This is an optimization exercise on Yosys and OpenROAD, whose aim is small area, a short achievable clock period and few clock cycles, not a production implementation. Only simulation tests tie the RTL to the original design; equivalence was not proved. No activity file was given, so power comes from the tool's default toggle rates.

## flow/design.v (module list and top-level ports; edited modules follow where they fit)
// module fcs_stats: 459 lines
// module fcs_sum4: 69 lines
// module fcs_sum8: 197 lines
// module fcs_tst: 210 lines
module fcs_stats (
    input             clk,
    input             rst,
    input             req_valid,
    output            req_ready,
    input      [63:0] req_word,
    input             push_valid,
    input      [15:0] push_count,
    output reg        resp_valid,
    output     [31:0] resp_res,
    output     [55:0] resp_str,
    output     [2:0]  resp_len,
    output     [2:0]  resp_fault
);
  // ...
==> flow/run.sh <==
#!/bin/bash
# synth_recipe.tcl (not shown) runs the flow's synth.tcl, then flattens the netlist and writes it again
# the make line also repeats each setting of config.mk as NAME=value (left out here)
make -C /OpenROAD-flow-scripts/flow DESIGN_CONFIG=/design/flow/config.mk WORK_HOME=/design/flow/orfs CLKGATE_MAP_FILE= SYNTH_SCRIPT=/design/flow/synth_recipe.tcl finish
==> flow/config.mk <==
export PLATFORM = sky130hd
export DESIGN_NAME = fcs_stats
export DESIGN_NICKNAME = fcs_stats
export VERILOG_FILES = /design/flow/design.v
export SDC_FILE = /design/flow/constraint.sdc
export NUM_CORES = 4
export LEC_CHECK = 0
export ABC_AREA = 1
export CAP_MARGIN = 20
export CORE_MARGIN = 2
export CORE_UTILIZATION = 40
export PLACE_DENSITY = 0.6
export SLEW_MARGIN = 20
==> flow/constraint.sdc <==
create_clock -name core_clock -period 9.0 [get_ports {clk}]
set_input_delay 1.8000 -clock core_clock [delete_from_list [all_inputs] [get_ports {clk}]]
set_output_delay 1.8000 -clock core_clock [all_outputs]
set_load 0.01 [all_outputs]
==> key figures, run 1 <==
Synthesis
  – EDFF count, synth: 246
  – Mapped Cells: 5,514
  – Synth Flop Type: edfxtp_1
  – Mux share of post-synthesis cell area: 0.0503%

Layout
  – Final core occ: 44.9%
  – Share of layout cells above drive strength 1: 5.53%
  – Max FFs per register: 128
  – Area-dominant class: multi-input combinational cells
  – Non-clock buffers, area share: 4.52%
  – Reg area: 9330 µm²
  – Inverters: 942
  – Most flop-heavy register: rb

Floorplan
  – # rows: 115

Setup path
  – Worst Path Buf+Inv: 4
  – Reg2Reg Depth: 35
  – Slowest-stage cell, CP: clkdlybuf4s50_1

Placed design
  – Post-place instance area: 42,700 µm²

Timing
  – Final worst-path setup slack: 0.391 ns
  – Final worst-path cycle share: 95.7%
  – WHS: 0.499 ns

Clocking
  – Root buffer cell: clkbuf_16
  – CTS Sinks: 343

Run status
  – Status: timing/DRC/antenna clean

Route
  – ANT nets after route: 0
  – DR iter-0 viols: 3,624

Global route
  – GR Overflow Total: 0
  – Initial antenna violation count: 5
  – Largest net degree at the start of global routing: 97
  – First-pass GRT wire length: 206,000 µm

Flow run
  – # Max-Cap Violations: 0

Pwr
  – Seq pwr: 1.77 mW
Testbench counts, summed over its fixed seeds: cycles 21,887.
==> inputs of run 2 (changes only) <==
--- a/flow/design.v
+++ b/flow/design.v
@@ -139,37 +139,44 @@
             {ra_rem, ra_root} = sq_row(ra_rem, ra_root, opa[31 - 2*r -: 2]);
         it_rem = sq_rem; it_root = sq_root;
         for (r = 0; r < SQ_K; r = r + 1)
             {it_rem, it_root} = sq_row(it_rem, it_root, x[31 - 2*r -: 2]);
         fi_rem = sq_rem; fi_root = sq_root;
         for (r = 0; r < SQ_F; r = r + 1)
             {fi_rem, fi_root} = sq_row(fi_rem, fi_root, x[31 - 2*r -: 2]);
     end
+    reg  [3:0] st_sel, st_mn, st_mf;
+    reg  [3:0] a_sel, a_mn, a_mf;
+    reg  [2:0] age;
+    integer j;
+    always @(*) begin
+        for (j = 0; j < 4; j = j + 1) begin
+            age      = c_cursor - j[2:0];
+            a_sel[j] = age[2];
+            a_mn[j]  = {1'b0, age[1:0]} < opa[3:1];
+            a_mf[j]  = {2'b0, age[1:0]} + 4'd4 < opa[3:0];
+        end
+    end
     reg [15:0] nv [0:3];
     reg [15:0] nm [0:3];
     reg [15:0] fm [0:3];
-    reg [2:0]  age;
-    wire [2:0] half = s_window[3:1];
-    integer j;
     always @(*) begin
         for (j = 0; j < 4; j = j + 1) begin
-            age   = c_cursor - j[2:0];
-            nv[j] = age[2] ? rb[j + 4] : rb[j];
-            nm[j] = nv[j] & {16{({1'b0, age[1:0]} < half)}};
-            fm[j] = (age[2] ? rb[j] : rb[j + 4]) &
-                    {16{({2'b0, age[1:0]} + 4'd4 < s_window)}};
+            nv[j] = st_sel[j] ? rb[j + 4] : rb[j];
+            nm[j] = nv[j] & {16{st_mn[j]}};
+            fm[j] = (st_sel[j] ? rb[j] : rb[j + 4]) & {16{st_mf[j]}};
         end
     end
     wire [17:0] sum_short, sum_newer;
     wire [18:0] sum_total;
-    fcs_sum4 u_short (.x0(nv[0]), .x1(nv[1]), .x2(nv[2]), .x3(nv[3]), .s(sum_short));
-    fcs_sum4 u_newer (.x0(nm[0]), .x1(nm[1]), .x2(nm[2]), .x3(nm[3]), .s(sum_newer));
-    fcs_sum8 u_total (.x0(nv[0]), .x1(nv[1]), .x2(nv[2]), .x3(nv[3]),
-                      .x4(fm[0]), .x5(fm[1]), .x6(fm[2]), .x7(fm[3]), .s(sum_total));
+    fcs_sums u_sums (.n0(nv[0]), .n1(nv[1]), .n2(nv[2]), .n3(nv[3]),
+                     .f0(fm[0]), .f1(fm[1]), .f2(fm[2]), .f3(fm[3]),
+                     .m0(nm[0]), .m1(nm[1]), .m2(nm[2]), .m3(nm[3]),
+                     .short(sum_short), .total(sum_total), .newer(sum_newer));
     function [3:0] div_st;    
         input [2:0] rm;
         input       b;
         input [2:0] w;
         reg   [3:0] t;
         begin
             t = {rm, b};
             if (t >= {1'b0, w})
@@ -407,16 +414,19 @@
                             s_rlong  <= 16'd0;
                         end else if (win_bad) begin
                             fault_r <= F_BAD_WINDOW;
                         end else begin
                             s_avail  <= 1'b1;
                             s_window <= opa[3:0];
                             small_r  <= 4'd1;
                             st1        <= 1'b1;
+                            st_sel     <= a_sel;
+                            st_mn      <= a_mn;
+                            st_mf      <= a_mf;
                             busy       <= 1'b1;
                             resp_valid <= 1'b0;
                         end
                     end
                     OP_RB_EXCURSION: begin
                         if (!s_avail) fault_r <= F_STATS_UNAV;
                         else          t_exc   <= 1'b1;
                     end
@@ -452,281 +462,285 @@
                         end
                     end
                     endcase
                 end
             end
         end
     end
 endmodule
-module fcs_sum4 (input [15:0] x0, x1, x2, x3, output [17:0] s);
-    wire t_1 = x0[0] ^ x1[0];
-    wire t_2 = x0[0] & x1[0];
-    wire t_3 = x0[1] ^ x1[1] ^ x2[1];
-    wire t_4 = (x0[1] & x1[1]) | (x0[1] & x2[1]) | (x1[1] & x2[1]);
-    wire t_5 = x0[2] ^ x1[2] ^ x2[2];
-    wire t_6 = (x0[2] & x1[2]) | (x0[2] & x2[2]) | (x1[2] & x2[2]);
-    wire t_7 = x0[3] ^ x1[3] ^ x2[3];
-    wire t_8 = (x0[3] & x1[3]) | (x0[3] & x2[3]) | (x1[3] & x2[3]);
-    wire t_9 = x0[4] ^ x1[4] ^ x2[4];
-    wire t_10 = (x0[4] & x1[4]) | (x0[4] & x2[4]) | (x1[4] & x2[4]);
-    wire t_11 = x0[5] ^ x1[5] ^ x2[5];
-    wire t_12 = (x0[5] & x1[5]) | (x0[5] & x2[5]) | (x1[5] & x2[5]);
-    wire t_13 = x0[6] ^ x1[6] ^ x2[6];
-    wire t_14 = (x0[6] & x1[6]) | (x0[6] & x2[6]) | (x1[6] & x2[6]);
-    wire t_15 = x0[7] ^ x1[7] ^ x2[7];
-    wire t_16 = (x0[7] & x1[7]) | (x0[7] & x2[7]) | (x1[7] & x2[7]);
-    wire t_17 = x0[8] ^ x1[8] ^ x2[8];
-    wire t_18 = (x0[8] & x1[8]) | (x0[8] & x2[8]) | (x1[8] & x2[8]);
-    wire t_19 = x0[9] ^ x1[9] ^ x2[9];
-    wire t_20 = (x0[9] & x1[9]) | (x0[9] & x2[9]) | (x1[9] & x2[9]);
-    wire t_21 = x0[10] ^ x1[10] ^ x2[10];
-    wire t_22 = (x0[10] & x1[10]) | (x0[10] & x2[10]) | (x1[10] & x2[10]);
-    wire t_23 = x0[11] ^ x1[11] ^ x2[11];
-    wire t_24 = (x0[11] & x1[11]) | (x0[11] & x2[11]) | (x1[11] & x2[11]);
-    wire t_25 = x0[12] ^ x1[12] ^ x2[12];
-    wire t_26 = (x0[12] & x1[12]) | (x0[12] & x2[12]) | (x1[12] & x2[12]);
-    wire t_27 = x0[13] ^ x1[13] ^ x2[13];
-    wire t_28 = (x0[13] & x1[13]) | (x0[13] & x2[13]) | (x1[13] & x2[13]);
-    wire t_29 = x0[14] ^ x1[14] ^ x2[14];
-    wire t_30 = (x0[14] & x1[14]) | (x0[14] & x2[14]) | (x1[14] & x2[14]);
-    wire t_31 = x0[15] ^ x1[15] ^ x2[15];
-    wire t_32 = (x0[15] & x1[15]) | (x0[15] & x2[15]) | (x1[15] & x2[15]);
-    wire t_33 = x2[0] ^ x3[0];
-    wire t_34 = x2[0] & x3[0];
-    wire t_35 = x3[1] ^ t_3 ^ t_2;
-    wire t_36 = (x3[1] & t_3) | (x3[1] & t_2) | (t_3 & t_2);
-    wire t_37 = x3[2] ^ t_5 ^ t_4;
-    wire t_38 = (x3[2] & t_5) | (x3[2] & t_4) | (t_5 & t_4);
-    wire t_39 = x3[3] ^ t_7 ^ t_6;
-    wire t_40 = (x3[3] & t_7) | (x3[3] & t_6) | (t_7 & t_6);
-    wire t_41 = x3[4] ^ t_9 ^ t_8;
-    wire t_42 = (x3[4] & t_9) | (x3[4] & t_8) | (t_9 & t_8);
-    wire t_43 = x3[5] ^ t_11 ^ t_10;
-    wire t_44 = (x3[5] & t_11) | (x3[5] & t_10) | (t_11 & t_10);
-    wire t_45 = x3[6] ^ t_13 ^ t_12;
-    wire t_46 = (x3[6] & t_13) | (x3[6] & t_12) | (t_13 & t_12);
-    wire t_47 = x3[7] ^ t_15 ^ t_14;
-    wire t_48 = (x3[7] & t_15) | (x3[7] & t_14) | (t_15 & t_14);
-    wire t_49 = x3[8] ^ t_17 ^ t_16;
-    wire t_50 = (x3[8] & t_17) | (x3[8] & t_16) | (t_17 & t_16);
-    wire t_51 = x3[9] ^ t_19 ^ t_18;
-    wire t_52 = (x3[9] & t_19) | (x3[9] & t_18) | (t_19 & t_18);
-    wire t_53 = x3[10] ^ t_21 ^ t_20;
-    wire t_54 = (x3[10] & t_21) | (x3[10] & t_20) | (t_21 & t_20);
-    wire t_55 = x3[11] ^ t_23 ^ t_22;
-    wire t_56 = (x3[11] & t_23) | (x3[11] & t_22) | (t_23 & t_22);
-    wire t_57 = x3[12] ^ t_25 ^ t_24;
-    wire t_58 = (x3[12] & t_25) | (x3[12] & t_24) | (t_25 & t_24);
-    wire t_59 = x3[13] ^ t_27 ^ t_26;
-    wire t_60 = (x3[13] & t_27) | (x3[13] & t_26) | (t_27 & t_26);
-    wire t_61 = x3[14] ^ t_29 ^ t_28;
-    wire t_62 = (x3[14] & t_29) | (x3[14] & t_28) | (t_29 & t_28);
-    wire t_63 = x3[15] ^ t_31 ^ t_30;
-    wire t_64 = (x3[15] & t_31) | (x3[15] & t_30) | (t_31 & t_30);
-    wire [17:0] ra = {1'b0, t_32, t_63, t_61, t_59, t_57, t_55, t_53, t_51, t_49, t_47, t_45, t_43, t_41, t_39, t_37, t_35, t_1};
-    wire [17:0] rb = {1'b0, t_64, t_62, t_60, t_58, t_56, t_54, t_52, t_50, t_48, t_46, t_44, t_42, t_40, t_38, t_36, t_34, t_33};
-    assign s = ra + rb;
-endmodule
-module fcs_sum8 (input [15:0] x0, x1, x2, x3, x4, x5, x6, x7, output [18:0] s);
-    wire t_1 = x0[0] ^ x1[0] ^ x2[0];
-    wire t_2 = (x0[0] & x1[0]) | (x0[0] & x2[0]) | (x1[0] & x2[0]);
-    wire t_3 = x0[1] ^ x1[1] ^ x2[1];
-    wire t_4 = (x0[1] & x1[1]) | (x0[1] & x2[1]) | (x1[1] & x2[1]);
-    wire t_5 = x3[1] ^ x4[1];
-    wire t_6 = x3[1] & x4[1];
-    wire t_7 = x0[2] ^ x1[2] ^ x2[2];
-    wire t_8 = (x0[2] & x1[2]) | (x0[2] & x2[2]) | (x1[2] & x2[2]);
-    wire t_9 = x3[2] ^ x4[2] ^ x5[2];
-    wire t_10 = (x3[2] & x4[2]) | (x3[2] & x5[2]) | (x4[2] & x5[2]);
-    wire t_11 = x0[3] ^ x1[3] ^ x2[3];
-    wire t_12 = (x0[3] & x1[3]) | (x0[3] & x2[3]) | (x1[3] & x2[3]);
-    wire t_13 = x3[3] ^ x4[3] ^ x5[3];
-    wire t_14 = (x3[3] & x4[3]) | (x3[3] & x5[3]) | (x4[3] & x5[3]);
-    wire t_15 = x0[4] ^ x1[4] ^ x2[4];
-    wire t_16 = (x0[4] & x1[4]) | (x0[4] & x2[4]) | (x1[4] & x2[4]);
-    wire t_17 = x3[4] ^ x4[4] ^ x5[4];
-    wire t_18 = (x3[4] & x4[4]) | (x3[4] & x5[4]) | (x4[4] & x5[4]);
-    wire t_19 = x0[5] ^ x1[5] ^ x2[5];
-    wire t_20 = (x0[5] & x1[5]) | (x0[5] & x2[5]) | (x1[5] & x2[5]);
-    wire t_21 = x3[5] ^ x4[5] ^ x5[5];
-    wire t_22 = (x3[5] & x4[5]) | (x3[5] & x5[5]) | (x4[5] & x5[5]);
-    wire t_23 = x0[6] ^ x1[6] ^ x2[6];
-    wire t_24 = (x0[6] & x1[6]) | (x0[6] & x2[6]) | (x1[6] & x2[6]);
-    wire t_25 = x3[6] ^ x4[6] ^ x5[6];
-    wire t_26 = (x3[6] & x4[6]) | (x3[6] & x5[6]) | (x4[6] & x5[6]);
-    wire t_27 = x0[7] ^ x1[7] ^ x2[7];
-    wire t_28 = (x0[7] & x1[7]) | (x0[7] & x2[7]) | (x1[7] & x2[7]);
-    wire t_29 = x3[7] ^ x4[7] ^ x5[7];
-    wire t_30 = (x3[7] & x4[7]) | (x3[7] & x5[7]) | (x4[7] & x5[7]);
-    wire t_31 = x0[8] ^ x1[8] ^ x2[8];
-    wire t_32 = (x0[8] & x1[8]) | (x0[8] & x2[8]) | (x1[8] & x2[8]);
-    wire t_33 = x3[8] ^ x4[8] ^ x5[8];
-    wire t_34 = (x3[8] & x4[8]) | (x3[8] & x5[8]) | (x4[8] & x5[8]);
-    wire t_35 = x0[9] ^ x1[9] ^ x2[9];
-    wire t_36 = (x0[9] & x1[9]) | (x0[9] & x2[9]) | (x1[9] & x2[9]);
-    wire t_37 = x3[9] ^ x4[9] ^ x5[9];
-    wire t_38 = (x3[9] & x4[9]) | (x3[9] & x5[9]) | (x4[9] & x5[9]);
-    wire t_39 = x0[10] ^ x1[10] ^ x2[10];
-    wire t_40 = (x0[10] & x1[10]) | (x0[10] & x2[10]) | (x1[10] & x2[10]);
-    wire t_41 = x3[10] ^ x4[10] ^ x5[10];
-    wire t_42 = (x3[10] & x4[10]) | (x3[10] & x5[10]) | (x4[10] & x5[10]);
-    wire t_43 = x0[11] ^ x1[11] ^ x2[11];
-    wire t_44 = (x0[11] & x1[11]) | (x0[11] & x2[11]) | (x1[11] & x2[11]);
-    wire t_45 = x3[11] ^ x4[11] ^ x5[11];
-    wire t_46 = (x3[11] & x4[11]) | (x3[11] & x5[11]) | (x4[11] & x5[11]);
-    wire t_47 = x0[12] ^ x1[12] ^ x2[12];
-    wire t_48 = (x0[12] & x1[12]) | (x0[12] & x2[12]) | (x1[12] & x2[12]);
-    wire t_49 = x3[12] ^ x4[12] ^ x5[12];
-    wire t_50 = (x3[12] & x4[12]) | (x3[12] & x5[12]) | (x4[12] & x5[12]);
-    wire t_51 = x0[13] ^ x1[13] ^ x2[13];
-    wire t_52 = (x0[13] & x1[13]) | (x0[13] & x2[13]) | (x1[13] & x2[13]);
-    wire t_53 = x3[13] ^ x4[13] ^ x5[13];
-    wire t_54 = (x3[13] & x4[13]) | (x3[13] & x5[13]) | (x4[13] & x5[13]);
-    wire t_55 = x0[14] ^ x1[14] ^ x2[14];
-    wire t_56 = (x0[14] & x1[14]) | (x0[14] & x2[14]) | (x1[14] & x2[14]);
-    wire t_57 = x3[14] ^ x4[14] ^ x5[14];
-    wire t_58 = (x3[14] & x4[14]) | (x3[14] & x5[14]) | (x4[14] & x5[14]);
-    wire t_59 = x0[15] ^ x1[15] ^ x2[15];
-    wire t_60 = (x0[15] & x1[15]) | (x0[15] & x2[15]) | (x1[15] & x2[15]);
-    wire t_61 = x3[15] ^ x4[15] ^ x5[15];
-    wire t_62 = (x3[15] & x4[15]) | (x3[15] & x5[15]) | (x4[15] & x5[15]);
-    wire t_63 = x3[0] ^ x4[0] ^ x5[0];
-    wire t_64 = (x3[0] & x4[0]) | (x3[0] & x5[0]) | (x4[0] & x5[0]);
-    wire t_65 = x5[1] ^ x6[1] ^ x7[1];
-    wire t_66 = (x5[1] & x6[1]) | (x5[1] & x7[1]) | (x6[1] & x7[1]);
-    wire t_67 = t_3 ^ t_5;
-    wire t_68 = t_3 & t_5;
-    wire t_69 = x6[2] ^ x7[2] ^ t_7;
-    wire t_70 = (x6[2] & x7[2]) | (x6[2] & t_7) | (x7[2] & t_7);
-    wire t_71 = t_9 ^ t_4 ^ t_6;
-    wire t_72 = (t_9 & t_4) | (t_9 & t_6) | (t_4 & t_6);
-    wire t_73 = x6[3] ^ x7[3] ^ t_11;
-    wire t_74 = (x6[3] & x7[3]) | (x6[3] & t_11) | (x7[3] & t_11);
-    wire t_75 = t_13 ^ t_8 ^ t_10;
-    wire t_76 = (t_13 & t_8) | (t_13 & t_10) | (t_8 & t_10);
-    wire t_77 = x6[4] ^ x7[4] ^ t_15;
-    wire t_78 = (x6[4] & x7[4]) | (x6[4] & t_15) | (x7[4] & t_15);
-    wire t_79 = t_17 ^ t_12 ^ t_14;
-    wire t_80 = (t_17 & t_12) | (t_17 & t_14) | (t_12 & t_14);
-    wire t_81 = x6[5] ^ x7[5] ^ t_19;
-    wire t_82 = (x6[5] & x7[5]) | (x6[5] & t_19) | (x7[5] & t_19);
-    wire t_83 = t_21 ^ t_16 ^ t_18;
-    wire t_84 = (t_21 & t_16) | (t_21 & t_18) | (t_16 & t_18);
-    wire t_85 = x6[6] ^ x7[6] ^ t_23;
-    wire t_86 = (x6[6] & x7[6]) | (x6[6] & t_23) | (x7[6] & t_23);
-    wire t_87 = t_25 ^ t_20 ^ t_22;
-    wire t_88 = (t_25 & t_20) | (t_25 & t_22) | (t_20 & t_22);
-    wire t_89 = x6[7] ^ x7[7] ^ t_27;
-    wire t_90 = (x6[7] & x7[7]) | (x6[7] & t_27) | (x7[7] & t_27);
-    wire t_91 = t_29 ^ t_24 ^ t_26;
-    wire t_92 = (t_29 & t_24) | (t_29 & t_26) | (t_24 & t_26);
-    wire t_93 = x6[8] ^ x7[8] ^ t_31;
-    wire t_94 = (x6[8] & x7[8]) | (x6[8] & t_31) | (x7[8] & t_31);
-    wire t_95 = t_33 ^ t_28 ^ t_30;
-    wire t_96 = (t_33 & t_28) | (t_33 & t_30) | (t_28 & t_30);
-    wire t_97 = x6[9] ^ x7[9] ^ t_35;
-    wire t_98 = (x6[9] & x7[9]) | (x6[9] & t_35) | (x7[9] & t_35);
-    wire t_99 = t_37 ^ t_32 ^ t_34;
-    wire t_100 = (t_37 & t_32) | (t_37 & t_34) | (t_32 & t_34);
-    wire t_101 = x6[10] ^ x7[10] ^ t_39;
-    wire t_102 = (x6[10] & x7[10]) | (x6[10] & t_39) | (x7[10] & t_39);
-    wire t_103 = t_41 ^ t_36 ^ t_38;
-    wire t_104 = (t_41 & t_36) | (t_41 & t_38) | (t_36 & t_38);
-    wire t_105 = x6[11] ^ x7[11] ^ t_43;
-    wire t_106 = (x6[11] & x7[11]) | (x6[11] & t_43) | (x7[11] & t_43);
-    wire t_107 = t_45 ^ t_40 ^ t_42;
-    wire t_108 = (t_45 & t_40) | (t_45 & t_42) | (t_40 & t_42);
-    wire t_109 = x6[12] ^ x7[12] ^ t_47;
-    wire t_110 = (x6[12] & x7[12]) | (x6[12] & t_47) | (x7[12] & t_47);
-    wire t_111 = t_49 ^ t_44 ^ t_46;
-    wire t_112 = (t_49 & t_44) | (t_49 & t_46) | (t_44 & t_46);
-    wire t_113 = x6[13] ^ x7[13] ^ t_51;
-    wire t_114 = (x6[13] & x7[13]) | (x6[13] & t_51) | (x7[13] & t_51);
-    wire t_115 = t_53 ^ t_48 ^ t_50;
-    wire t_116 = (t_53 & t_48) | (t_53 & t_50) | (t_48 & t_50);
-    wire t_117 = x6[14] ^ x7[14] ^ t_55;
-    wire t_118 = (x6[14] & x7[14]) | (x6[14] & t_55) | (x7[14] & t_55);
-    wire t_119 = t_57 ^ t_52 ^ t_54;
-    wire t_120 = (t_57 & t_52) | (t_57 & t_54) | (t_52 & t_54);
-    wire t_121 = x6[15] ^ x7[15] ^ t_59;
-    wire t_122 = (x6[15] & x7[15]) | (x6[15] & t_59) | (x7[15] & t_59);
-    wire t_123 = t_61 ^ t_56 ^ t_58;
-    wire t_124 = (t_61 & t_56) | (t_61 & t_58) | (t_56 & t_58);
-    wire t_125 = x6[0] ^ x7[0];
-    wire t_126 = x6[0] & x7[0];
-    wire t_127 = t_2 ^ t_65 ^ t_67;
-    wire t_128 = (t_2 & t_65) | (t_2 & t_67) | (t_65 & t_67);
-    wire t_129 = t_69 ^ t_71 ^ t_66;
-    wire t_130 = (t_69 & t_71) | (t_69 & t_66) | (t_71 & t_66);
-    wire t_131 = t_73 ^ t_75 ^ t_70;
-    wire t_132 = (t_73 & t_75) | (t_73 & t_70) | (t_75 & t_70);
-    wire t_133 = t_77 ^ t_79 ^ t_74;
-    wire t_134 = (t_77 & t_79) | (t_77 & t_74) | (t_79 & t_74);
-    wire t_135 = t_81 ^ t_83 ^ t_78;
-    wire t_136 = (t_81 & t_83) | (t_81 & t_78) | (t_83 & t_78);
-    wire t_137 = t_85 ^ t_87 ^ t_82;
-    wire t_138 = (t_85 & t_87) | (t_85 & t_82) | (t_87 & t_82);
-    wire t_139 = t_89 ^ t_91 ^ t_86;
-    wire t_140 = (t_89 & t_91) | (t_89 & t_86) | (t_91 & t_86);
-    wire t_141 = t_93 ^ t_95 ^ t_90;
-    wire t_142 = (t_93 & t_95) | (t_93 & t_90) | (t_95 & t_90);
-    wire t_143 = t_97 ^ t_99 ^ t_94;
-    wire t_144 = (t_97 & t_99) | (t_97 & t_94) | (t_99 & t_94);
-    wire t_145 = t_101 ^ t_103 ^ t_98;
-    wire t_146 = (t_101 & t_103) | (t_101 & t_98) | (t_103 & t_98);
-    wire t_147 = t_105 ^ t_107 ^ t_102;
-    wire t_148 = (t_105 & t_107) | (t_105 & t_102) | (t_107 & t_102);
-    wire t_149 = t_109 ^ t_111 ^ t_106;
-    wire t_150 = (t_109 & t_111) | (t_109 & t_106) | (t_111 & t_106);
-    wire t_151 = t_113 ^ t_115 ^ t_110;
-    wire t_152 = (t_113 & t_115) | (t_113 & t_110) | (t_115 & t_110);
-    wire t_153 = t_117 ^ t_119 ^ t_114;
-    wire t_154 = (t_117 & t_119) | (t_117 & t_114) | (t_119 & t_114);
-    wire t_155 = t_121 ^ t_123 ^ t_118;
-    wire t_156 = (t_121 & t_123) | (t_121 & t_118) | (t_123 & t_118);
-    wire t_157 = t_60 ^ t_62 ^ t_122;
-    wire t_158 = (t_60 & t_62) | (t_60 & t_122) | (t_62 & t_122);
-    wire t_159 = t_1 ^ t_63;
-    wire t_160 = t_1 & t_63;
-    wire t_161 = t_64 ^ t_127 ^ t_126;
-    wire t_162 = (t_64 & t_127) | (t_64 & t_126) | (t_127 & t_126);
-    wire t_163 = t_68 ^ t_129 ^ t_128;
-    wire t_164 = (t_68 & t_129) | (t_68 & t_128) | (t_129 & t_128);
-    wire t_165 = t_72 ^ t_131 ^ t_130;
-    wire t_166 = (t_72 & t_131) | (t_72 & t_130) | (t_131 & t_130);
-    wire t_167 = t_76 ^ t_133 ^ t_132;
-    wire t_168 = (t_76 & t_133) | (t_76 & t_132) | (t_133 & t_132);
-    wire t_169 = t_80 ^ t_135 ^ t_134;
-    wire t_170 = (t_80 & t_135) | (t_80 & t_134) | (t_135 & t_134);
-    wire t_171 = t_84 ^ t_137 ^ t_136;
-    wire t_172 = (t_84 & t_137) | (t_84 & t_136) | (t_137 & t_136);
-    wire t_173 = t_88 ^ t_139 ^ t_138;
-    wire t_174 = (t_88 & t_139) | (t_88 & t_138) | (t_139 & t_138);
-    wire t_175 = t_92 ^ t_141 ^ t_140;
-    wire t_176 = (t_92 & t_141) | (t_92 & t_140) | (t_141 & t_140);
-    wire t_177 = t_96 ^ t_143 ^ t_142;
-    wire t_178 = (t_96 & t_143) | (t_96 & t_142) | (t_143 & t_142);
-    wire t_179 = t_100 ^ t_145 ^ t_144;
-    wire t_180 = (t_100 & t_145) | (t_100 & t_144) | (t_145 & t_144);
-    wire t_181 = t_104 ^ t_147 ^ t_146;
-    wire t_182 = (t_104 & t_147) | (t_104 & t_146) | (t_147 & t_146);
-    wire t_183 = t_108 ^ t_149 ^ t_148;
-    wire t_184 = (t_108 & t_149) | (t_108 & t_148) | (t_149 & t_148);
-    wire t_185 = t_112 ^ t_151 ^ t_150;
-    wire t_186 = (t_112 & t_151) | (t_112 & t_150) | (t_151 & t_150);
-    wire t_187 = t_116 ^ t_153 ^ t_152;
-    wire t_188 = (t_116 & t_153) | (t_116 & t_152) | (t_153 & t_152);
-    wire t_189 = t_120 ^ t_155 ^ t_154;
-    wire t_190 = (t_120 & t_155) | (t_120 & t_154) | (t_155 & t_154);
-    wire t_191 = t_124 ^ t_157 ^ t_156;
-    wire t_192 = (t_124 & t_157) | (t_124 & t_156) | (t_157 & t_156);
-    wire [18:0] ra = {1'b0, t_158, t_191, t_189, t_187, t_185, t_183, t_181, t_179, t_177, t_175, t_173, t_171, t_169, t_167, t_165, t_163, t_161, t_125};
-    wire [18:0] rb = {1'b0, t_192, t_190, t_188, t_186, t_184, t_182, t_180, t_178, t_176, t_174, t_172, t_170, t_168, t_166, t_164, t_162, t_160, t_159};
-    assign s = ra + rb;
+module fcs_sums (input [15:0] n0, n1, n2, n3, f0, f1, f2, f3, m0, m1, m2, m3,
+                 output [17:0] short, output [18:0] total, output [17:0] newer);
+    wire t_1 = n0[0] ^ n1[0];
+    wire t_2 = n0[0] & n1[0];
+    wire t_3 = n0[1] ^ n1[1] ^ n2[1];
+    wire t_4 = (n0[1] & n1[1]) | (n0[1] & n2[1]) | (n1[1] & n2[1]);
+    wire t_5 = n0[2] ^ n1[2] ^ n2[2];
+    wire t_6 = (n0[2] & n1[2]) | (n0[2] & n2[2]) | (n1[2] & n2[2]);
+    wire t_7 = n0[3] ^ n1[3] ^ n2[3];
+    wire t_8 = (n0[3] & n1[3]) | (n0[3] & n2[3]) | (n1[3] & n2[3]);
+    wire t_9 = n0[4] ^ n1[4] ^ n2[4];
+    wire t_10 = (n0[4] & n1[4]) | (n0[4] & n2[4]) | (n1[4] & n2[4]);
+    wire t_11 = n0[5] ^ n1[5] ^ n2[5];
+    wire t_12 = (n0[5] & n1[5]) | (n0[5] & n2[5]) | (n1[5] & n2[5]);
+    wire t_13 = n0[6] ^ n1[6] ^ n2[6];
+    wire t_14 = (n0[6] & n1[6]) | (n0[6] & n2[6]) | (n1[6] & n2[6]);
+    wire t_15 = n0[7] ^ n1[7] ^ n2[7];
+    wire t_16 = (n0[7] & n1[7]) | (n0[7] & n2[7]) | (n1[7] & n2[7]);
+    wire t_17 = n0[8] ^ n1[8] ^ n2[8];
+    wire t_18 = (n0[8] & n1[8]) | (n0[8] & n2[8]) | (n1[8] & n2[8]);
+    wire t_19 = n0[9] ^ n1[9] ^ n2[9];
+    wire t_20 = (n0[9] & n1[9]) | (n0[9] & n2[9]) | (n1[9] & n2[9]);
+    wire t_21 = n0[10] ^ n1[10] ^ n2[10];
+    wire t_22 = (n0[10] & n1[10]) | (n0[10] & n2[10]) | (n1[10] & n2[10]);
+    wire t_23 = n0[11] ^ n1[11] ^ n2[11];
+    wire t_24 = (n0[11] & n1[11]) | (n0[11] & n2[11]) | (n1[11] & n2[11]);
+    wire t_25 = n0[12] ^ n1[12] ^ n2[12];
+    wire t_26 = (n0[12] & n1[12]) | (n0[12] & n2[12]) | (n1[12] & n2[12]);
+    wire t_27 = n0[13] ^ n1[13] ^ n2[13];
+    wire t_28 = (n0[13] & n1[13]) | (n0[13] & n2[13]) | (n1[13] & n2[13]);
+    wire t_29 = n0[14] ^ n1[14] ^ n2[14];
+    wire t_30 = (n0[14] & n1[14]) | (n0[14] & n2[14]) | (n1[14] & n2[14]);
+    wire t_31 = n0[15] ^ n1[15] ^ n2[15];
+    wire t_32 = (n0[15] & n1[15]) | (n0[15] & n2[15]) | (n1[15] & n2[15]);
+    wire t_33 = n2[0] ^ n3[0];
+    wire t_34 = n2[0] & n3[0];
+    wire t_35 = n3[1] ^ t_3 ^ t_2;
+    wire t_36 = (n3[1] & t_3) | (n3[1] & t_2) | (t_3 & t_2);
+    wire t_37 = n3[2] ^ t_5 ^ t_4;
+    wire t_38 = (n3[2] & t_5) | (n3[2] & t_4) | (t_5 & t_4);
+    wire t_39 = n3[3] ^ t_7 ^ t_6;
+    wire t_40 = (n3[3] & t_7) | (n3[3] & t_6) | (t_7 & t_6);
+    wire t_41 = n3[4] ^ t_9 ^ t_8;
+    wire t_42 = (n3[4] & t_9) | (n3[4] & t_8) | (t_9 & t_8);
+    wire t_43 = n3[5] ^ t_11 ^ t_10;
+    wire t_44 = (n3[5] & t_11) | (n3[5] & t_10) | (t_11 & t_10);
+    wire t_45 = n3[6] ^ t_13 ^ t_12;
+    wire t_46 = (n3[6] & t_13) | (n3[6] & t_12) | (t_13 & t_12);
+    wire t_47 = n3[7] ^ t_15 ^ t_14;
+    wire t_48 = (n3[7] & t_15) | (n3[7] & t_14) | (t_15 & t_14);
+    wire t_49 = n3[8] ^ t_17 ^ t_16;
+    wire t_50 = (n3[8] & t_17) | (n3[8] & t_16) | (t_17 & t_16);
+    wire t_51 = n3[9] ^ t_19 ^ t_18;
+    wire t_52 = (n3[9] & t_19) | (n3[9] & t_18) | (t_19 & t_18);
+    wire t_53 = n3[10] ^ t_21 ^ t_20;
+    wire t_54 = (n3[10] & t_21) | (n3[10] & t_20) | (t_21 & t_20);
+    wire t_55 = n3[11] ^ t_23 ^ t_22;
+    wire t_56 = (n3[11] & t_23) | (n3[11] & t_22) | (t_23 & t_22);
+    wire t_57 = n3[12] ^ t_25 ^ t_24;
+    wire t_58 = (n3[12] & t_25) | (n3[12] & t_24) | (t_25 & t_24);
+    wire t_59 = n3[13] ^ t_27 ^ t_26;
+    wire t_60 = (n3[13] & t_27) | (n3[13] & t_26) | (t_27 & t_26);
+    wire t_61 = n3[14] ^ t_29 ^ t_28;
+    wire t_62 = (n3[14] & t_29) | (n3[14] & t_28) | (t_29 & t_28);
+    wire t_63 = n3[15] ^ t_31 ^ t_30;
+    wire t_64 = (n3[15] & t_31) | (n3[15] & t_30) | (t_31 & t_30);
+    wire t_65 = t_1 ^ t_33 ^ f0[0];
+    wire t_66 = (t_1 & t_33) | (t_1 & f0[0]) | (t_33 & f0[0]);
+    wire t_67 = t_35 ^ t_34 ^ f0[1];
+    wire t_68 = (t_35 & t_34) | (t_35 & f0[1]) | (t_34 & f0[1]);
+    wire t_69 = f1[1] ^ f2[1];
+    wire t_70 = f1[1] & f2[1];
+    wire t_71 = t_37 ^ t_36 ^ f0[2];
+    wire t_72 = (t_37 & t_36) | (t_37 & f0[2]) | (t_36 & f0[2]);
+    wire t_73 = f1[2] ^ f2[2] ^ f3[2];
+    wire t_74 = (f1[2] & f2[2]) | (f1[2] & f3[2]) | (f2[2] & f3[2]);
+    wire t_75 = t_39 ^ t_38 ^ f0[3];
+    wire t_76 = (t_39 & t_38) | (t_39 & f0[3]) | (t_38 & f0[3]);
+    wire t_77 = f1[3] ^ f2[3] ^ f3[3];
+    wire t_78 = (f1[3] & f2[3]) | (f1[3] & f3[3]) | (f2[3] & f3[3]);
+    wire t_79 = t_41 ^ t_40 ^ f0[4];
+    wire t_80 = (t_41 & t_40) | (t_41 & f0[4]) | (t_40 & f0[4]);
+    wire t_81 = f1[4] ^ f2[4] ^ f3[4];
+    wire t_82 = (f1[4] & f2[4]) | (f1[4] & f3[4]) | (f2[4] & f3[4]);
+    wire t_83 = t_43 ^ t_42 ^ f0[5];
+    wire t_84 = (t_43 & t_42) | (t_43 & f0[5]) | (t_42 & f0[5]);
+    wire t_85 = f1[5] ^ f2[5] ^ f3[5];
+    wire t_86 = (f1[5] & f2[5]) | (f1[5] & f3[5]) | (f2[5] & f3[5]);
+    wire t_87 = t_45 ^ t_44 ^ f0[6];
+    wire t_88 = (t_45 & t_44) | (t_45 & f0[6]) | (t_44 & f0[6]);
+    wire t_89 = f1[6] ^ f2[6] ^ f3[6];
+    wire t_90 = (f1[6] & f2[6]) | (f1[6] & f3[6]) | (f2[6] & f3[6]);
+    wire t_91 = t_47 ^ t_46 ^ f0[7];
+    wire t_92 = (t_47 & t_46) | (t_47 & f0[7]) | (t_46 & f0[7]);
+    wire t_93 = f1[7] ^ f2[7] ^ f3[7];
+    wire t_94 = (f1[7] & f2[7]) | (f1[7] & f3[7]) | (f2[7] & f3[7]);
+    wire t_95 = t_49 ^ t_48 ^ f0[8];
+    wire t_96 = (t_49 & t_48) | (t_49 & f0[8]) | (t_48 & f0[8]);
+    wire t_97 = f1[8] ^ f2[8] ^ f3[8];
+    wire t_98 = (f1[8] & f2[8]) | (f1[8] & f3[8]) | (f2[8] & f3[8]);
+    wire t_99 = t_51 ^ t_50 ^ f0[9];
+    wire t_100 = (t_51 & t_50) | (t_51 & f0[9]) | (t_50 & f0[9]);
+    wire t_101 = f1[9] ^ f2[9] ^ f3[9];
+    wire t_102 = (f1[9] & f2[9]) | (f1[9] & f3[9]) | (f2[9] & f3[9]);
+    wire t_103 = t_53 ^ t_52 ^ f0[10];
+    wire t_104 = (t_53 & t_52) | (t_53 & f0[10]) | (t_52 & f0[10]);
+    wire t_105 = f1[10] ^ f2[10] ^ f3[10];
+    wire t_106 = (f1[10] & f2[10]) | (f1[10] & f3[10]) | (f2[10] & f3[10]);
+    wire t_107 = t_55 ^ t_54 ^ f0[11];
+    wire t_108 = (t_55 & t_54) | (t_55 & f0[11]) | (t_54 & f0[11]);
+    wire t_109 = f1[11] ^ f2[11] ^ f3[11];
+    wire t_110 = (f1[11] & f2[11]) | (f1[11] & f3[11]) | (f2[11] & f3[11]);
+    wire t_111 = t_57 ^ t_56 ^ f0[12];
+    wire t_112 = (t_57 & t_56) | (t_57 & f0[12]) | (t_56 & f0[12]);
+    wire t_113 = f1[12] ^ f2[12] ^ f3[12];
+    wire t_114 = (f1[12] & f2[12]) | (f1[12] & f3[12]) | (f2[12] & f3[12]);
+    wire t_115 = t_59 ^ t_58 ^ f0[13];
+    wire t_116 = (t_59 & t_58) | (t_59 & f0[13]) | (t_58 & f0[13]);
+    wire t_117 = f1[13] ^ f2[13] ^ f3[13];
+    wire t_118 = (f1[13] & f2[13]) | (f1[13] & f3[13]) | (f2[13] & f3[13]);
+    wire t_119 = t_61 ^ t_60 ^ f0[14];
+    wire t_120 = (t_61 & t_60) | (t_61 & f0[14]) | (t_60 & f0[14]);
+    wire t_121 = f1[14] ^ f2[14] ^ f3[14];
+    wire t_122 = (f1[14] & f2[14]) | (f1[14] & f3[14]) | (f2[14] & f3[14]);
+    wire t_123 = t_63 ^ t_62 ^ f0[15];
+    wire t_124 = (t_63 & t_62) | (t_63 & f0[15]) | (t_62 & f0[15]);
+    wire t_125 = f1[15] ^ f2[15] ^ f3[15];
+    wire t_126 = (f1[15] & f2[15]) | (f1[15] & f3[15]) | (f2[15] & f3[15]);
+    wire t_127 = f1[0] ^ f2[0];
+    wire t_128 = f1[0] & f2[0];
+    wire t_129 = f3[1] ^ t_67 ^ t_69;
+    wire t_130 = (f3[1] & t_67) | (f3[1] & t_69) | (t_67 & t_69);
+    wire t_131 = t_71 ^ t_73 ^ t_68;
+    wire t_132 = (t_71 & t_73) | (t_71 & t_68) | (t_73 & t_68);
+    wire t_133 = t_75 ^ t_77 ^ t_72;
+    wire t_134 = (t_75 & t_77) | (t_75 & t_72) | (t_77 & t_72);
+    wire t_135 = t_79 ^ t_81 ^ t_76;
+    wire t_136 = (t_79 & t_81) | (t_79 & t_76) | (t_81 & t_76);
+    wire t_137 = t_83 ^ t_85 ^ t_80;
+    wire t_138 = (t_83 & t_85) | (t_83 & t_80) | (t_85 & t_80);
+    wire t_139 = t_87 ^ t_89 ^ t_84;
+    wire t_140 = (t_87 & t_89) | (t_87 & t_84) | (t_89 & t_84);
+    wire t_141 = t_91 ^ t_93 ^ t_88;
+    wire t_142 = (t_91 & t_93) | (t_91 & t_88) | (t_93 & t_88);
+    wire t_143 = t_95 ^ t_97 ^ t_92;
+    wire t_144 = (t_95 & t_97) | (t_95 & t_92) | (t_97 & t_92);
+    wire t_145 = t_99 ^ t_101 ^ t_96;
+    wire t_146 = (t_99 & t_101) | (t_99 & t_96) | (t_101 & t_96);
+    wire t_147 = t_103 ^ t_105 ^ t_100;
+    wire t_148 = (t_103 & t_105) | (t_103 & t_100) | (t_105 & t_100);
+    wire t_149 = t_107 ^ t_109 ^ t_104;
+    wire t_150 = (t_107 & t_109) | (t_107 & t_104) | (t_109 & t_104);
+    wire t_151 = t_111 ^ t_113 ^ t_108;
+    wire t_152 = (t_111 & t_113) | (t_111 & t_108) | (t_113 & t_108);
+    wire t_153 = t_115 ^ t_117 ^ t_112;
+    wire t_154 = (t_115 & t_117) | (t_115 & t_112) | (t_117 & t_112);
+    wire t_155 = t_119 ^ t_121 ^ t_116;
+    wire t_156 = (t_119 & t_121) | (t_119 & t_116) | (t_121 & t_116);
+    wire t_157 = t_123 ^ t_125 ^ t_120;
+    wire t_158 = (t_123 & t_125) | (t_123 & t_120) | (t_125 & t_120);
+    wire t_159 = t_32 ^ t_64 ^ t_124;
+    wire t_160 = (t_32 & t_64) | (t_32 & t_124) | (t_64 & t_124);
+    wire t_161 = f3[0] ^ t_65;
+    wire t_162 = f3[0] & t_65;
+    wire t_163 = t_66 ^ t_129 ^ t_128;
+    wire t_164 = (t_66 & t_129) | (t_66 & t_128) | (t_129 & t_128);
+    wire t_165 = t_70 ^ t_131 ^ t_130;
+    wire t_166 = (t_70 & t_131) | (t_70 & t_130) | (t_131 & t_130);
+    wire t_167 = t_74 ^ t_133 ^ t_132;
+    wire t_168 = (t_74 & t_133) | (t_74 & t_132) | (t_133 & t_132);
+    wire t_169 = t_78 ^ t_135 ^ t_134;
+    wire t_170 = (t_78 & t_135) | (t_78 & t_134) | (t_135 & t_134);
+    wire t_171 = t_82 ^ t_137 ^ t_136;
+    wire t_172 = (t_82 & t_137) | (t_82 & t_136) | (t_137 & t_136);
+    wire t_173 = t_86 ^ t_139 ^ t_138;
+    wire t_174 = (t_86 & t_139) | (t_86 & t_138) | (t_139 & t_138);
+    wire t_175 = t_90 ^ t_141 ^ t_140;
+    wire t_176 = (t_90 & t_141) | (t_90 & t_140) | (t_141 & t_140);
+    wire t_177 = t_94 ^ t_143 ^ t_142;
+    wire t_178 = (t_94 & t_143) | (t_94 & t_142) | (t_143 & t_142);
+    wire t_179 = t_98 ^ t_145 ^ t_144;
+    wire t_180 = (t_98 & t_145) | (t_98 & t_144) | (t_145 & t_144);
+    wire t_181 = t_102 ^ t_147 ^ t_146;
+    wire t_182 = (t_102 & t_147) | (t_102 & t_146) | (t_147 & t_146);
+    wire t_183 = t_106 ^ t_149 ^ t_148;
+    wire t_184 = (t_106 & t_149) | (t_106 & t_148) | (t_149 & t_148);
+    wire t_185 = t_110 ^ t_151 ^ t_150;
+    wire t_186 = (t_110 & t_151) | (t_110 & t_150) | (t_151 & t_150);
+    wire t_187 = t_114 ^ t_153 ^ t_152;
+    wire t_188 = (t_114 & t_153) | (t_114 & t_152) | (t_153 & t_152);
+    wire t_189 = t_118 ^ t_155 ^ t_154;
+    wire t_190 = (t_118 & t_155) | (t_118 & t_154) | (t_155 & t_154);
+    wire t_191 = t_122 ^ t_157 ^ t_156;
+    wire t_192 = (t_122 & t_157) | (t_122 & t_156) | (t_157 & t_156);
+    wire t_193 = t_126 ^ t_159 ^ t_158;
+    wire t_194 = (t_126 & t_159) | (t_126 & t_158) | (t_159 & t_158);
+    wire t_195 = m0[0] ^ m1[0];
+    wire t_196 = m0[0] & m1[0];
+    wire t_197 = m0[1] ^ m1[1] ^ m2[1];
+    wire t_198 = (m0[1] & m1[1]) | (m0[1] & m2[1]) | (m1[1] & m2[1]);
+    wire t_199 = m0[2] ^ m1[2] ^ m2[2];
+    wire t_200 = (m0[2] & m1[2]) | (m0[2] & m2[2]) | (m1[2] & m2[2]);
+    wire t_201 = m0[3] ^ m1[3] ^ m2[3];
+    wire t_202 = (m0[3] & m1[3]) | (m0[3] & m2[3]) | (m1[3] & m2[3]);
+    wire t_203 = m0[4] ^ m1[4] ^ m2[4];
+    wire t_204 = (m0[4] & m1[4]) | (m0[4] & m2[4]) | (m1[4] & m2[4]);
+    wire t_205 = m0[5] ^ m1[5] ^ m2[5];
+    wire t_206 = (m0[5] & m1[5]) | (m0[5] & m2[5]) | (m1[5] & m2[5]);
+    wire t_207 = m0[6] ^ m1[6] ^ m2[6];
+    wire t_208 = (m0[6] & m1[6]) | (m0[6] & m2[6]) | (m1[6] & m2[6]);
+    wire t_209 = m0[7] ^ m1[7] ^ m2[7];
+    wire t_210 = (m0[7] & m1[7]) | (m0[7] & m2[7]) | (m1[7] & m2[7]);
+    wire t_211 = m0[8] ^ m1[8] ^ m2[8];
+    wire t_212 = (m0[8] & m1[8]) | (m0[8] & m2[8]) | (m1[8] & m2[8]);
+    wire t_213 = m0[9] ^ m1[9] ^ m2[9];
+    wire t_214 = (m0[9] & m1[9]) | (m0[9] & m2[9]) | (m1[9] & m2[9]);
+    wire t_215 = m0[10] ^ m1[10] ^ m2[10];
+    wire t_216 = (m0[10] & m1[10]) | (m0[10] & m2[10]) | (m1[10] & m2[10]);
+    wire t_217 = m0[11] ^ m1[11] ^ m2[11];
+    wire t_218 = (m0[11] & m1[11]) | (m0[11] & m2[11]) | (m1[11] & m2[11]);
+    wire t_219 = m0[12] ^ m1[12] ^ m2[12];
+    wire t_220 = (m0[12] & m1[12]) | (m0[12] & m2[12]) | (m1[12] & m2[12]);
+    wire t_221 = m0[13] ^ m1[13] ^ m2[13];
+    wire t_222 = (m0[13] & m1[13]) | (m0[13] & m2[13]) | (m1[13] & m2[13]);
+    wire t_223 = m0[14] ^ m1[14] ^ m2[14];
+    wire t_224 = (m0[14] & m1[14]) | (m0[14] & m2[14]) | (m1[14] & m2[14]);
+    wire t_225 = m0[15] ^ m1[15] ^ m2[15];
+    wire t_226 = (m0[15] & m1[15]) | (m0[15] & m2[15]) | (m1[15] & m2[15]);
+    wire t_227 = m2[0] ^ m3[0];
+    wire t_228 = m2[0] & m3[0];
+    wire t_229 = m3[1] ^ t_197 ^ t_196;
+    wire t_230 = (m3[1] & t_197) | (m3[1] & t_196) | (t_197 & t_196);
+    wire t_231 = m3[2] ^ t_199 ^ t_198;
+    wire t_232 = (m3[2] & t_199) | (m3[2] & t_198) | (t_199 & t_198);
+    wire t_233 = m3[3] ^ t_201 ^ t_200;
+    wire t_234 = (m3[3] & t_201) | (m3[3] & t_200) | (t_201 & t_200);
+    wire t_235 = m3[4] ^ t_203 ^ t_202;
+    wire t_236 = (m3[4] & t_203) | (m3[4] & t_202) | (t_203 & t_202);
+    wire t_237 = m3[5] ^ t_205 ^ t_204;
+    wire t_238 = (m3[5] & t_205) | (m3[5] & t_204) | (t_205 & t_204);
+    wire t_239 = m3[6] ^ t_207 ^ t_206;
+    wire t_240 = (m3[6] & t_207) | (m3[6] & t_206) | (t_207 & t_206);
+    wire t_241 = m3[7] ^ t_209 ^ t_208;
+    wire t_242 = (m3[7] & t_209) | (m3[7] & t_208) | (t_209 & t_208);
+    wire t_243 = m3[8] ^ t_211 ^ t_210;
+    wire t_244 = (m3[8] & t_211) | (m3[8] & t_210) | (t_211 & t_210);
+    wire t_245 = m3[9] ^ t_213 ^ t_212;
+    wire t_246 = (m3[9] & t_213) | (m3[9] & t_212) | (t_213 & t_212);
+    wire t_247 = m3[10] ^ t_215 ^ t_214;
+    wire t_248 = (m3[10] & t_215) | (m3[10] & t_214) | (t_215 & t_214);
+    wire t_249 = m3[11] ^ t_217 ^ t_216;
+    wire t_250 = (m3[11] & t_217) | (m3[11] & t_216) | (t_217 & t_216);
+    wire t_251 = m3[12] ^ t_219 ^ t_218;
+    wire t_252 = (m3[12] & t_219) | (m3[12] & t_218) | (t_219 & t_218);
+    wire t_253 = m3[13] ^ t_221 ^ t_220;
+    wire t_254 = (m3[13] & t_221) | (m3[13] & t_220) | (t_221 & t_220);
+    wire t_255 = m3[14] ^ t_223 ^ t_222;
+    wire t_256 = (m3[14] & t_223) | (m3[14] & t_222) | (t_223 & t_222);
+    wire t_257 = m3[15] ^ t_225 ^ t_224;
+    wire t_258 = (m3[15] & t_225) | (m3[15] & t_224) | (t_225 & t_224);
+    wire [17:0] sa = {1'b0, t_32, t_63, t_61, t_59, t_57, t_55, t_53, t_51, t_49, t_47, t_45, t_43, t_41, t_39, t_37, t_35, t_1};
+    wire [17:0] sb = {1'b0, t_64, t_62, t_60, t_58, t_56, t_54, t_52, t_50, t_48, t_46, t_44, t_42, t_40, t_38, t_36, t_34, t_33};
+    wire [18:0] ta = {1'b0, t_160, t_193, t_191, t_189, t_187, t_185, t_183, t_181, t_179, t_177, t_175, t_173, t_171, t_169, t_167, t_165, t_163, t_127};
+    wire [18:0] tb = {1'b0, t_194, t_192, t_190, t_188, t_186, t_184, t_182, t_180, t_178, t_176, t_174, t_172, t_170, t_168, t_166, t_164, t_162, t_161};
+    wire [17:0] na = {1'b0, t_226, t_257, t_255, t_253, t_251, t_249, t_247, t_245, t_243, t_241, t_239, t_237, t_235, t_233, t_231, t_229, t_195};
+    wire [17:0] nb = {1'b0, t_258, t_256, t_254, t_252, t_250, t_248, t_246, t_244, t_242, t_240, t_238, t_236, t_234, t_232, t_230, t_228, t_227};
+    assign short = sa + sb;
+    assign total = ta + tb;
+    assign newer = na + nb;
 endmodule
 module fcs_tst (input [10:0] e, input s, input [23:0] r1, input [23:0] r2, input c0, output neg);
     wire t_1 = (e[0] & e[5]) ^ (e[1] & e[4]);
     wire t_2 = (e[0] & e[5]) & (e[1] & e[4]);
     wire t_3 = (e[0] & e[6]) ^ (e[1] & e[5]);
     wire t_4 = (e[0] & e[6]) & (e[1] & e[5]);
     wire t_5 = (e[0] & e[7]) ^ (e[1] & e[6]) ^ (e[2] & e[5]);
     wire t_6 = ((e[0] & e[7]) & (e[1] & e[6])) | ((e[0] & e[7]) & (e[2] & e[5])) | ((e[1] & e[6]) & (e[2] & e[5]));
==> flow/config.mk (replaced) <==
export PLATFORM = sky130hd
export DESIGN_NAME = fcs_stats
export DESIGN_NICKNAME = fcs_stats
export VERILOG_FILES = /design/flow/design.v
export SDC_FILE = /design/flow/constraint.sdc
export NUM_CORES = 4
export LEC_CHECK = 0
export ABC_AREA = 1
export CAP_MARGIN = 20
export CORE_MARGIN = 2
export CORE_UTILIZATION = 55
export PLACE_DENSITY = 0.7
export SETUP_SLACK_MARGIN = 1.5
export SLEW_MARGIN = 20
==> key figures, run 2 <==
Setup path
  – CP Capture Type: register
  – Setup Crit Path Kind: reg2reg
  – CP peak stage delay: 0.54 ns
  – Critical path startpoint: st_sel[0]$_DFFE_PP_
  – Crit path DAT: 7.65 ns
  – CP Max Fanout: 4
  – Startpoint types: register
  – Crit path required time: 9.25 ns
  – Reg2reg start: st_sel[0]$_DFFE_PP_
  – Slowest-stage cell, CP: fa_1

Timing
  – Final slew viol count: 0
  – Clock Skews: 0.0528 ns
  – Actual slew at the worst max-slew pin: 1.09 ns
  – RSZ-0062 raised after global routing: yes
  – WHS: 0.477 ns (-0.0218 ns)
  – Setup TNS: 0 ns
  – Tmin final: 7.40 ns
  – Hold Fails Final Rpt: 0
  – Final worst-path cycle share: 82.2% (-13 points)
  – Max-Slew Margin vs Limit: 26.9%
  – Setup-failing EPs final: 0
  – Fmax: 135 MHz

Flow run
  – # Max-Cap Violations: 0 (unchanged)

Clocking
  – Clock Latency Late Sink: 0.64 ns
  – CTS Sinks: 355 (+3.5%)
  – CTS tree: yes
  – CTS max path bufs: 3
  – CTS H-tree lvls: 2
  – Cts bufs inserted: 44
  – Reg clk slew, reported paths: 0.07 ns
  – Root buffer cell: clkbuf_16
  – Post-cts hold buffer count: 0

Synthesis
  – Area contributors post-synth: edfxtp_1, fa_1, ha_1
  – EDFF count, synth: 258 (+4.9%)
  – Seq cells post-synth: 355
  – Yosys top cell by area: edfxtp_1
  – Synth cell types: 80
  – Sequential-to-total area share from yosys stat: 24.2%
  – Asr flop ratio synth: 0%
  – Synth Warn #: 7
  – Synth Flop Type: edfxtp_1
  – Top cell type's share of synthesized area: 19.3%
  – Most frequent cell after synthesis: nand2_1
  – Mapped Area: 40,100 µm²
  – Commonest cells in the netlist: nand2_1, inv_1, nor2_1, a21oi_1, o21ai_0
  – Syn avg cell area: 7.25 µm²
  – Mapped Cells: 5,528 (+0.25%)

Hold path
  – Worst Min Path Start: s_short[0]$_SDFF_PP0_
  – Hold Crit Class: reg2reg

Placed design
  – Post-place instance area: 42,400 µm² (-0.70%)
  – Count of buffers from port buffering: 152
  – Post-detail-place hpwl: 106,000 µm
  – Placer Congestion: 0.991

Floorplan
  – Core area: 71,900 µm²
  – Die width: 274 µm
  – # rows: 98 (-15%)
  – # IOs: 180
  – Die H: 274 µm
  – Starting density of the core: 55.8%
  – Die area: 75,100 µm²

Route
  – DR iter-0 viols: 4,589 (+27%)
  – Final wirelength: 135,000 µm
  – Drt first pass iters: 7
  – ANT nets after route: 0 (unchanged)
  – Routed len/inst: 20.3 µm
  – Via count of the routed design: 39,217
  – Via density: 5.89
  – # DRC: 0

Pwr
  – Clock power frac: 14.1%
  – Int Power: 6.10 mW
  – Sw Ratio: 55.3%
  – Gate power share: 72.3%
  – Pwr per Cell Area: 302 nW/µm²
  – Psw: 7.53 mW
  – Register share of total power: 13.6%
  – VDD IR-drop max: 0.664 mV
  – P_leak: 20.5 nW

Layout
  – Nets: 6,253
  – Fill cells: 6,518
  – Cell area after layout: 45,100 µm²
  – Top Registers: rb: 128 flops, x: 32 flops, s_total: 19 flops
  – Share of layout cells above drive strength 1: 8.76% (+3.2 points)
  – Area Growth Syn to Fin: 12.4%
  – Most frequent cells in the layout: nand2_1, inv_1, nor2_1
  – Most flop-heavy register: rb
  – Commonest non-fill, non-tap cell in the layout: nand2_1
  – Max FFs per register: 128 (unchanged)
  – Final core occ: 62.7% (+18 points)

Global route
  – GR Overflow Total: 0 (unchanged)
  – First-pass GRT wire length: 204,000 µm (-1.0%)
  – Largest net degree at the start of global routing: 89 (-8.2%)
  – Vias in the first global route: 35,885
  – Initial antenna violation count: 6 (+1)
  – All-layer global routing usage: 34.9%

Run status
  – Status: timing/DRC/antenna clean
[run 2: cell types whose count changed after synthesis, sizes merged, moves of 8 or more]
| cell | before | now |
|---|---|---|
| nor2 | 535 | 629 |
| inv | 931 | 876 |
| o211ai | 94 | 40 |
| a21oi | 437 | 484 |
| nand3 | 226 | 206 |
| nand4 | 67 | 50 |
| o21ai | 502 | 485 |
| fa | 215 | 200 |
| edfxtp | 246 | 258 |
| mux2i | 2 | 13 |
| o31ai | 9 | 20 |
| xor2 | 94 | 102 |
[run 2: cell type report]
cell class | count | area (µm²) | share of cell area [%]
Timing Repair Buffer | 259 | 2440 | 5.42
Sequential cell | 355 | 9690 | 21.5
Clock inverter | 27 | 322 | 0.713
Multi-Input combinational cell | 4119 | 26800 | 59.5
Tap cell | 950 | 1190 | 2.64
Antenna cell | 4 | 10.0 | 0.0222
Inverter | 888 | 3350 | 7.43
Timing Repair inverter | 2 | 12.5 | 0.0278
Clock buffer | 55 | 1240 | 2.76
[run 2: timing repair]
item	4_1_cts	5_1_grt
buffers inserted	18	37
gates resized for setup	40	118
pin swaps	4	63
gates cloned	2	3
endpoints found under the setup margin	9	55
[run 2: cell families after synthesis]
logic type	count (synthesis)	share of synthesized area, %
XOR/XNOR	161	3.52
other	2	0.0187
flip-flops	355	24.2
AO/OA/AOI/OAI	1393	20.6
buffers and inverters	1080	10.4
AND/OR/NAND/NOR	2024	21.6
multiplexers	13	0.325
adder cells (fa/ha/maj)	500	19.3
[run 2: worst max-delay path: cells and delay by family, from the launching register on]
family / cells / cell delay, ns
xor gates and xnor gates: 1 / 0.11
buffers and inverters: 8 / 0.85
DFF: 1 / 0.45
AOI/OAI and AO/OA: 13 / 2.31
and+or+nand+nor: 4 / 0.42
adders and majority gates: 6 / 2.86
[run 2: final timing paths]
kind | to | slack [ns] | depth (start not counted)
setup / recovery | x[26]$_DFFE_PN_ | 1.60 | 32
hold / removal | s_short[0]$_SDFF_PP0_ | 0.48 | 2
setup reg to reg | x[26]$_DFFE_PN_ | 1.60 | 32
hold reg to reg | s_short[0]$_SDFF_PP0_ | 0.48 | 2
[run 2: per-stage QoR]
step	setup WS, ns	std cells	power (mW)
5_1_grt	1.40	6656	14.9
3_5_place_dp	0.815	6513	11.3
2_1_floorplan	2.26	5554	9.56
3_3_place_gp	0.822	6512	11.1
6_report	1.60	6659	13.6
4_1_cts	1.47	6615	13.3
[run 2: power by group through the flow]
stage               clock, mW  sequential [mW]  combinational, mW
CTS                      1.94             1.84               9.55
global route             1.99             1.85               11.1
finish                   1.92             1.85               9.86
floorplan                   0             1.86               7.70
global placement            0             1.88               9.23
detailed placement          0             1.88               9.46
[run 2: per-layer routing]
layer | wire length [µm] | vias to the layer above | share of wire, % | track usage (%)
li1 | - | 18823 | - | -
met1 | 57300 | 18191 | 42 | 49.1
met2 | 59000 | 1904 | 44 | 54.1
met3 | 13300 | 295 | 9.8 | 6.03
met4 | 5300 | 4 | 3.9 | 11.9
met5 | 27 | - | 0.020 | 0
Testbench counts of run 2, summed over its fixed seeds: cycles 21,887.

-- what the ideal ports hide --
The results above use ideal ports. As a check the final layouts listed here were re-extracted and re-timed, cells and wires unchanged.
Step 1: set_driving_cell puts a clkbuf_16 on clk and a buf_2 on each other input, an assumption about the parent block.
Step 2 also shifts input and output timing later by t, the mid clock arrival at the registers, as if the neighbouring blocks saw the same clock.
Slacks: ideal ports / drivers / drivers and shift; pairs: ideal ports / drivers.
run	t (ns)	setup WS [ns]	pins driven straight from the clock port
run 1	0.661	0.391 / 0.329 / 0.832	1
run 2	0.674	1.601 / 1.601 / 1.086	1
After both steps every run listed still meets setup and hold. For run 2, which loses most, drivers alone change the setup slack by 0.000 ns; drivers and shift together by -0.515 ns.
